Source: an optimization exercise on an open RTL-to-GDS flow (aim: small area, a short achievable clock period and few clock cycles per item). Production flows keep margins and buffers that such runs may drop. RTL that was checked went through simulation tests only; none was proved equivalent to the original. Power figures rest on the tool's default switching activity, not on a simulated workload.

==> module agc4_alu, before the edit <==
module agc4_alu (
    input  wire        clk,
    input  wire        rst,       
    input  wire        start,
    input  wire [2:0]  op,
    input  wire [15:0] a_in,      
    input  wire [15:0] k_in,      
    output wire        ready,
    output reg         done,
    output wire [15:0] res_a,
    output wire [15:0] res_lp,
    output reg  [1:0]  skip
);
    localparam OP_AD   = 3'd0;
    localparam OP_SU   = 3'd1;
    localparam OP_CS   = 3'd2;
    localparam OP_MASK = 3'd3;
    localparam OP_CCS  = 3'd4;
    localparam OP_MP   = 3'd5;
    localparam OP_DV   = 3'd6;
    localparam OP_TS   = 3'd7;
    reg         busy;       
    reg  [2:0]  cnt;        
    reg         md_dv;      
    reg         neg;        
    reg  [15:0] h;          
    reg  [13:0] l;          
    reg  [13:0] d;          
    assign ready = !busy;
    wire [15:0] abs_k16 = k_in[15] ? ~k_in : k_in;
    wire [13:0] abs_a   = a_in[15] ? ~a_in[13:0] : a_in[13:0];
    wire        is_ccs  = (op == OP_CCS);
    wire [14:0] x1 = md_dv ? {h[13:0], 1'b0} : {1'b0, h[13:0]};
    wire [14:0] y1 = md_dv ? (h[14] ? {1'b0, d} : ~{1'b0, d}) : {1'b0, d & {14{l[0]}}};
    wire [14:0] s1 = x1 + y1 + {14'd0, md_dv & ~h[14]};
    reg  [15:0] x2, y2;
    reg         c2, eac2;
    always @(*) begin
        if (!busy) begin
            x2   = is_ccs ? abs_k16 : a_in;
            y2   = is_ccs ? 16'o177777 : (op[0] ? ~k_in : k_in);
            c2   = 1'b0;
            eac2 = !is_ccs;
        end else if (md_dv) begin
            x2   = {1'b0, s1[13:0], 1'b0};
            y2   = {1'b0, s1[14] ? {1'b0, d} : ~{1'b0, d}};
            c2   = ~s1[14];
            eac2 = 1'b0;
        end else begin
            x2   = {2'b00, s1[14:1]};
            y2   = {2'b00, d & {14{l[1]}}};
            c2   = 1'b0;
            eac2 = 1'b0;
        end
    end
    wire        g2   = ({1'b0, x2} + {1'b0, y2}) >> 16;    
    wire [15:0] s2   = x2 + y2 + {15'd0, c2 | (eac2 & g2)};
    wire        k_zero = (abs_k16 == 16'd0);
    wire        a_ovf  = a_in[15] ^ a_in[14];
    wire [15:0] ts_r   = a_ovf ? (a_in[15] ? 16'o177776 : 16'o000001) : a_in;
    wire [13:0] l_rev = {l[0], l[1], l[2], l[3], l[4], l[5], l[6],
                         l[7], l[8], l[9], l[10], l[11], l[12], l[13]};
    assign res_a  = (md_dv ? {2'b00, l_rev} : h) ^ {16{neg}};
    assign res_lp = {2'b00, l} ^ {16{neg}};
    always @(posedge clk) begin
        if (rst) begin
            busy <= 1'b0;
            done <= 1'b0;
        end else if (busy) begin
            busy <= (cnt != 3'd0);
            done <= (cnt == 3'd0);
        end else begin
            busy <= start && (op == OP_MP || op == OP_DV);
            done <= start && !(op == OP_MP || op == OP_DV);
        end
    end
    always @(posedge clk) begin
        skip <= 2'd0;
        if (busy) begin
            cnt <= cnt - 3'd1;
            if (md_dv) begin
                h <= {1'b0, s2[14:0]};
                l <= {~s2[14], ~s1[14], l[13:2]};
            end else begin
                h <= {2'b00, s2[14:1]};
                l <= {s2[0], s1[0], l[13:2]};
            end
        end else begin
            cnt   <= 3'd6;
            md_dv <= (op == OP_DV);
            neg   <= (op == OP_MP || op == OP_DV) && (a_in[15] ^ k_in[15]);
            d     <= abs_k16[13:0];
            l     <= abs_a;
            case (op)
                OP_AD, OP_SU: h <= s2;
                OP_CS:        h <= ~k_in;
                OP_MASK:      h <= a_in & k_in;
                OP_CCS: begin
                    h    <= k_zero ? 16'd0 : s2;
                    skip <= {k_in[15], k_zero};
                end
                OP_MP:        h <= 16'd0;
                OP_DV:        h <= {2'b00, abs_a};
                default: begin    
                    h    <= ts_r;
                    skip <= {1'b0, a_ovf};
                end
            endcase
        end
    end
endmodule
==> flow/config.mk <==
export PLATFORM = sky130hd
export DESIGN_NAME = agc4_alu
export DESIGN_NICKNAME = agc4_alu
export VERILOG_FILES = /design/flow/design.v
export SDC_FILE = /design/flow/constraint.sdc
export NUM_CORES = 4
export LEC_CHECK = 0
export ABC_CLOCK_PERIOD_IN_PS = 3700
export CAP_MARGIN = 20
export CORE_MARGIN = 2
export CORE_UTILIZATION = 40
export PLACE_DENSITY = 0.6
export SETUP_SLACK_MARGIN = 3.3
export SLEW_MARGIN = 20
==> flow/constraint.sdc <==
create_clock -name core_clock -period 7.0 [get_ports {clk}]
set_input_delay 1.4000 -clock core_clock [delete_from_list [all_inputs] [get_ports {clk}]]
set_output_delay 1.4000 -clock core_clock [all_outputs]
set_load 0.01 [all_outputs]
run.sh (not shown) runs the stock make flow with config.mk's settings and CLKGATE_MAP_FILE= SYNTH_SCRIPT=/design/flow/synth_recipe.tcl, a recipe that flattens the netlist after the stock synthesis.
Testbench counts at the start, summed over its fixed seeds: cycles 10,046, items 3,200.
Change:
--- a/flow/design.v
+++ b/flow/design.v
@@ -29,33 +29,33 @@
     assign ready = !busy;
     wire [15:0] abs_k16 = k_in[15] ? ~k_in : k_in;
     wire [13:0] abs_a   = a_in[15] ? ~a_in[13:0] : a_in[13:0];
     wire        is_ccs  = (op == OP_CCS);
-    wire [14:0] x1 = md_dv ? {h[13:0], 1'b0} : {1'b0, h[13:0]};
-    wire [14:0] y1 = md_dv ? (h[14] ? {1'b0, d} : ~{1'b0, d}) : {1'b0, d & {14{l[0]}}};
-    wire [14:0] s1 = x1 + y1 + {14'd0, md_dv & ~h[14]};
-    reg  [15:0] x2, y2;
-    reg         c2, eac2;
+    reg  [15:0] x1, y1;
+    reg         c1, eac1;
     always @(*) begin
         if (!busy) begin
-            x2   = is_ccs ? abs_k16 : a_in;
-            y2   = is_ccs ? 16'o177777 : (op[0] ? ~k_in : k_in);
-            c2   = 1'b0;
-            eac2 = !is_ccs;
+            x1   = is_ccs ? abs_k16 : a_in;
+            y1   = is_ccs ? 16'o177777 : (op[0] ? ~k_in : k_in);
+            c1   = 1'b0;
+            eac1 = !is_ccs;
         end else if (md_dv) begin
-            x2   = {1'b0, s1[13:0], 1'b0};
-            y2   = {1'b0, s1[14] ? {1'b0, d} : ~{1'b0, d}};
-            c2   = ~s1[14];
-            eac2 = 1'b0;
+            x1   = {1'b0, h[13:0], 1'b0};
+            y1   = {1'b0, h[14] ? {1'b0, d} : ~{1'b0, d}};
+            c1   = ~h[14];
+            eac1 = 1'b0;
         end else begin
-            x2   = {2'b00, s1[14:1]};
-            y2   = {2'b00, d & {14{l[1]}}};
-            c2   = 1'b0;
-            eac2 = 1'b0;
+            x1   = {2'b00, h[13:0]};
+            y1   = {2'b00, d & {14{l[0]}}};
+            c1   = 1'b0;
+            eac1 = 1'b0;
         end
     end
-    wire        g2   = ({1'b0, x2} + {1'b0, y2}) >> 16;    
-    wire [15:0] s2   = x2 + y2 + {15'd0, c2 | (eac2 & g2)};
+    wire        g1   = ({1'b0, x1} + {1'b0, y1}) >> 16;    
+    wire [15:0] s1   = x1 + y1 + {15'd0, c1 | (eac1 & g1)};
+    wire [14:0] x2 = md_dv ? {s1[13:0], 1'b0} : {1'b0, s1[14:1]};
+    wire [14:0] y2 = md_dv ? (s1[14] ? {1'b0, d} : ~{1'b0, d}) : {1'b0, d & {14{l[1]}}};
+    wire [14:0] s2 = x2 + y2 + {14'd0, md_dv & ~s1[14]};
     wire        k_zero = (abs_k16 == 16'd0);
     wire        a_ovf  = a_in[15] ^ a_in[14];
     wire [15:0] ts_r   = a_ovf ? (a_in[15] ? 16'o177776 : 16'o000001) : a_in;
     wire [13:0] l_rev = {l[0], l[1], l[2], l[3], l[4], l[5], l[6],
@@ -78,9 +78,9 @@
         skip <= 2'd0;
         if (busy) begin
             cnt <= cnt - 3'd1;
             if (md_dv) begin
-                h <= {1'b0, s2[14:0]};
+                h <= {1'b0, s2};
                 l <= {~s2[14], ~s1[14], l[13:2]};
             end else begin
                 h <= {2'b00, s2[14:1]};
                 l <= {s2[0], s1[0], l[13:2]};
@@ -91,13 +91,13 @@
             neg   <= (op == OP_MP || op == OP_DV) && (a_in[15] ^ k_in[15]);
             d     <= abs_k16[13:0];
             l     <= abs_a;
             case (op)
-                OP_AD, OP_SU: h <= s2;
+                OP_AD, OP_SU: h <= s1;
                 OP_CS:        h <= ~k_in;
                 OP_MASK:      h <= a_in & k_in;
                 OP_CCS: begin
-                    h    <= k_zero ? 16'd0 : s2;
+                    h    <= k_zero ? 16'd0 : s1;
                     skip <= {k_in[15], k_zero};
                 end
                 OP_MP:        h <= 16'd0;
                 OP_DV:        h <= {2'b00, abs_a};
What happened: The changed run finished but fails on setup timing; combinational power came out higher by about 33%; total power rose by 22%; cell area came out higher by 9.2%; via count climbs by about 4.3%; clock-buffer cell count does not change; global-route usage rises by 0.82 points.
Testbench counts after the change, summed over its fixed seeds: cycles 10,046, items 3,200.

========
## the previous run
The RTL this note starts from:
==> flow/design.v <==
module agc4_alu (
    input  wire        clk,
    input  wire        rst,       
    input  wire        start,
    input  wire [2:0]  op,
    input  wire [15:0] a_in,      
    input  wire [15:0] k_in,      
    output wire        ready,
    output reg         done,
    output wire [15:0] res_a,
    output wire [15:0] res_lp,
    output reg  [1:0]  skip
);
    localparam OP_AD   = 3'd0;
    localparam OP_SU   = 3'd1;
    localparam OP_CS   = 3'd2;
    localparam OP_MASK = 3'd3;
    localparam OP_CCS  = 3'd4;
    localparam OP_MP   = 3'd5;
    localparam OP_DV   = 3'd6;
    localparam OP_TS   = 3'd7;
    reg         busy;       
    reg  [2:0]  cnt;        
    reg         md_dv;      
    reg         neg;        
    reg         inc;        
    reg  [15:0] h;          
    reg  [13:0] l;          
    reg  [13:0] d;          
    assign ready = !busy;
    wire [15:0] add_b = op[0] ? ~k_in : k_in;
    wire [16:0] add_s = {1'b0, a_in} + {1'b0, add_b};
    wire [15:0] nabs_k  = k_in[15] ? k_in : ~k_in;               
    wire        k_zero  = (k_in == 16'o000000) || (k_in == 16'o177777);
    wire        a_ovf   = a_in[15] ^ a_in[14];
    wire [15:0] ts_r    = a_ovf ? 16'o000001 : a_in;
    wire [13:0] abs_a   = a_in[15] ? ~a_in[13:0] : a_in[13:0];
    wire        sr  = h[14];                                    
    wire [14:0] dd  = {~sr, d};                                 
    wire [14:0] t1  = {h[13:0], 1'b0} + dd + {14'd0, ~sr};
    wire [14:0] ca  = {h[12:0], 2'b00} + dd + {14'd0, ~sr};
    wire [15:0] x3  = md_dv ? {1'b0, h[12:0], 2'b00} : {2'b00, h[13:0]};
    wire [15:0] y3  = md_dv ? {dd, ~sr} : {1'b0, d & {14{l[1]}}, 1'b0};
    wire [15:0] z3  = md_dv ? {dd[14], dd} : {2'b00, d & {14{l[0]}}};
    wire [15:0] cs_s = x3 ^ y3 ^ z3;
    wire [15:0] cs_c = (x3 & y3) | (x3 & z3) | (y3 & z3);
    wire [15:0] cb  = cs_s + {cs_c[14:0], md_dv & ~sr} + {15'd0, md_dv & ~sr};
    wire        pick_b = (t1[14] == sr);
    wire [14:0] s2  = pick_b ? cb[14:0] : ca;
    wire [13:0] l_rev = {l[0], l[1], l[2], l[3], l[4], l[5], l[6],
                         l[7], l[8], l[9], l[10], l[11], l[12], l[13]};
    wire [15:0] h_inc = h + {15'd0, inc};
    assign res_a  = (md_dv ? {2'b00, l_rev} : h_inc) ^ {16{neg}};
    assign res_lp = {2'b00, l} ^ {16{neg}};
    always @(posedge clk) begin
        if (rst) begin
            busy <= 1'b0;
            done <= 1'b0;
        end else if (busy) begin
            busy <= (cnt != 3'd0);
            done <= (cnt == 3'd0);
        end else begin
            busy <= start && (op == OP_MP || op == OP_DV);
            done <= start && !(op == OP_MP || op == OP_DV);
        end
    end
    always @(posedge clk) begin
        skip <= 2'd0;
        inc  <= 1'b0;
        if (busy) begin
            cnt <= cnt - 3'd1;
            if (md_dv) begin
                d <= d ^ {14{sr ^ s2[14]}};
                h <= {1'b0, s2};
                l <= {~s2[14], ~t1[14], l[13:2]};
            end else begin
                h <= {2'b00, cb[15:2]};
                l <= {cb[1:0], l[13:2]};
            end
        end else begin
            cnt   <= 3'd6;
            md_dv <= (op == OP_DV);
            neg   <= 1'b0;
            d     <= (op == OP_DV) ? nabs_k[13:0] : ~nabs_k[13:0];
            l     <= abs_a;
            case (op)
                OP_AD, OP_SU: begin
                    h   <= add_s[15:0];
                    inc <= add_s[16];
                end
                OP_CS: begin
                    h    <= k_in;
                    neg  <= 1'b1;
                end
                OP_MASK:      h <= a_in & k_in;
                OP_CCS: begin
                    h    <= nabs_k;
                    inc  <= !k_zero;
                    neg  <= 1'b1;
                    skip <= {k_in[15], k_zero};
                end
                OP_MP: begin
                    h    <= 16'd0;
                    neg  <= a_in[15] ^ k_in[15];
                end
                OP_DV: begin
                    h    <= {2'b00, abs_a};
                    neg  <= a_in[15] ^ k_in[15];
                end
                default: begin    
                    h    <= ts_r;
                    neg  <= a_ovf & a_in[15];
                    skip <= {1'b0, a_ovf};
                end
            endcase
        end
    end
endmodule
Settings: LEC_CHECK=0, CAP_MARGIN=20, CORE_MARGIN=2, CORE_UTILIZATION=40, PLACE_DENSITY=0.6, SETUP_SLACK_MARGIN=2.8, SLEW_MARGIN=20; clock period 7.0 ns.
standard.sh (not shown) runs the stock make flow with config.mk's settings and CLKGATE_MAP_FILE= SYNTH_SCRIPT=/design/flow/synth_recipe.tcl, a recipe that flattens the netlist after the stock synthesis.
==> flow/flow/run.sh <==
#!/bin/bash
# Standard layout, with the input and output port buffers made as buf_2
# instead of the flow's default choice. Each tool's output goes to the
# ORFS logs; make's own output goes to standard.log.
set -euo pipefail
export BUFFER_PORTS_ARGS="-buffer_cell sky130_fd_sc_hd__buf_2"
bash standard.sh > standard.log 2>&1
The previous run reached the end of the flow, and the finished layout is clean on the timing, DRC and antenna checks.
> inputs changed (the previous run -> the current run)
--- a/flow/design.v
+++ b/flow/design.v
@@ -37,5 +37,5 @@
     wire [13:0] abs_a   = a_in[15] ? ~a_in[13:0] : a_in[13:0];
     wire        sr  = h[14];                                    
-    wire [14:0] dd  = {~sr, d};                                 
+    wire [14:0] dd  = sr ? {1'b0, d} : ~{1'b0, d};              
     wire [14:0] t1  = {h[13:0], 1'b0} + dd + {14'd0, ~sr};
     wire [14:0] ca  = {h[12:0], 2'b00} + dd + {14'd0, ~sr};
@@ -71,5 +71,4 @@
             cnt <= cnt - 3'd1;
             if (md_dv) begin
-                d <= d ^ {14{sr ^ s2[14]}};
                 h <= {1'b0, s2};
                 l <= {~s2[14], ~t1[14], l[13:2]};
@@ -82,5 +81,5 @@
             md_dv <= (op == OP_DV);
             neg   <= 1'b0;
-            d     <= (op == OP_DV) ? nabs_k[13:0] : ~nabs_k[13:0];
+            d     <= ~nabs_k[13:0];
             l     <= abs_a;
             case (op)
Results
- The final reports for the current run and the previous run show inverter count of the layout excluding clock inverters lower in the former.
- Compared to the previous run, the current run has share of post-route cells with drive strength above 1 3.3 points lower.
- NOTE number of cells produced by synthesis the previous run->the current run decreased by a little under 10%
- Measured against each other, the current run and the previous run differ in global-route usage over all layers, the lower figure coming from the current run.
- Clock group share of total power: the current run vs the previous run up 0.3 points
- [the current run] number of cells on the worst reg-to-reg path rose 4 relative to the previous run
- Per the comparison of the current run with the previous run, endpoint required time on the critical path increased by 100 ps relative to the old numbers; sequential share of layout area higher.
- Every stage of the flow completed for the current run, and the final layout passed the timing, DRC and antenna checks.
- The previous run → the current run: utilization essentially unchanged, achievable frequency up 2.9%, final instance area shrank by 700 um^2.
Testbench counts of the current run, summed over its fixed seeds: cycles 10,046, items 3,200.
The RTL of the previous run was laid out without a check of its function.

what the ideal ports hide:
No port has a modelled driver above. Below, the same layouts with a new extraction and two added sets of constraints. Step 1 sets driving cells, clkbuf_16 on the clock port and buf_2 on the other inputs (assumed; they add their load-dependent delay and slew). Step 2 moves the port delays by t, midway between the first and last clock arrival at a register: inputs arrive t later, outputs are due t later. That takes back most of the time a late clock gives input paths. a / b / c = no drivers / after step 1 / after step 2; a / b = the first two.
| run | t, ns | slack for setup (ns) | cell pins on the clock port's net |
|---|---|---|---|
| the first run of note 1 | 0.353 | 0.433 / 0.433 / 0.324 | 1 |
| the second run of note 1 | 0.351 | -0.048 / -0.047 / -0.398 | 1 |
| the previous run | 0.350 | 2.883 / 2.883 / 2.628 | 1 |
| the current run | 0.328 | 2.999 / 2.999 / 2.776 | 1 |
For the second run of note 1, which loses most, drivers alone change the setup slack by +0.001 ns; drivers and shift together by -0.350 ns.
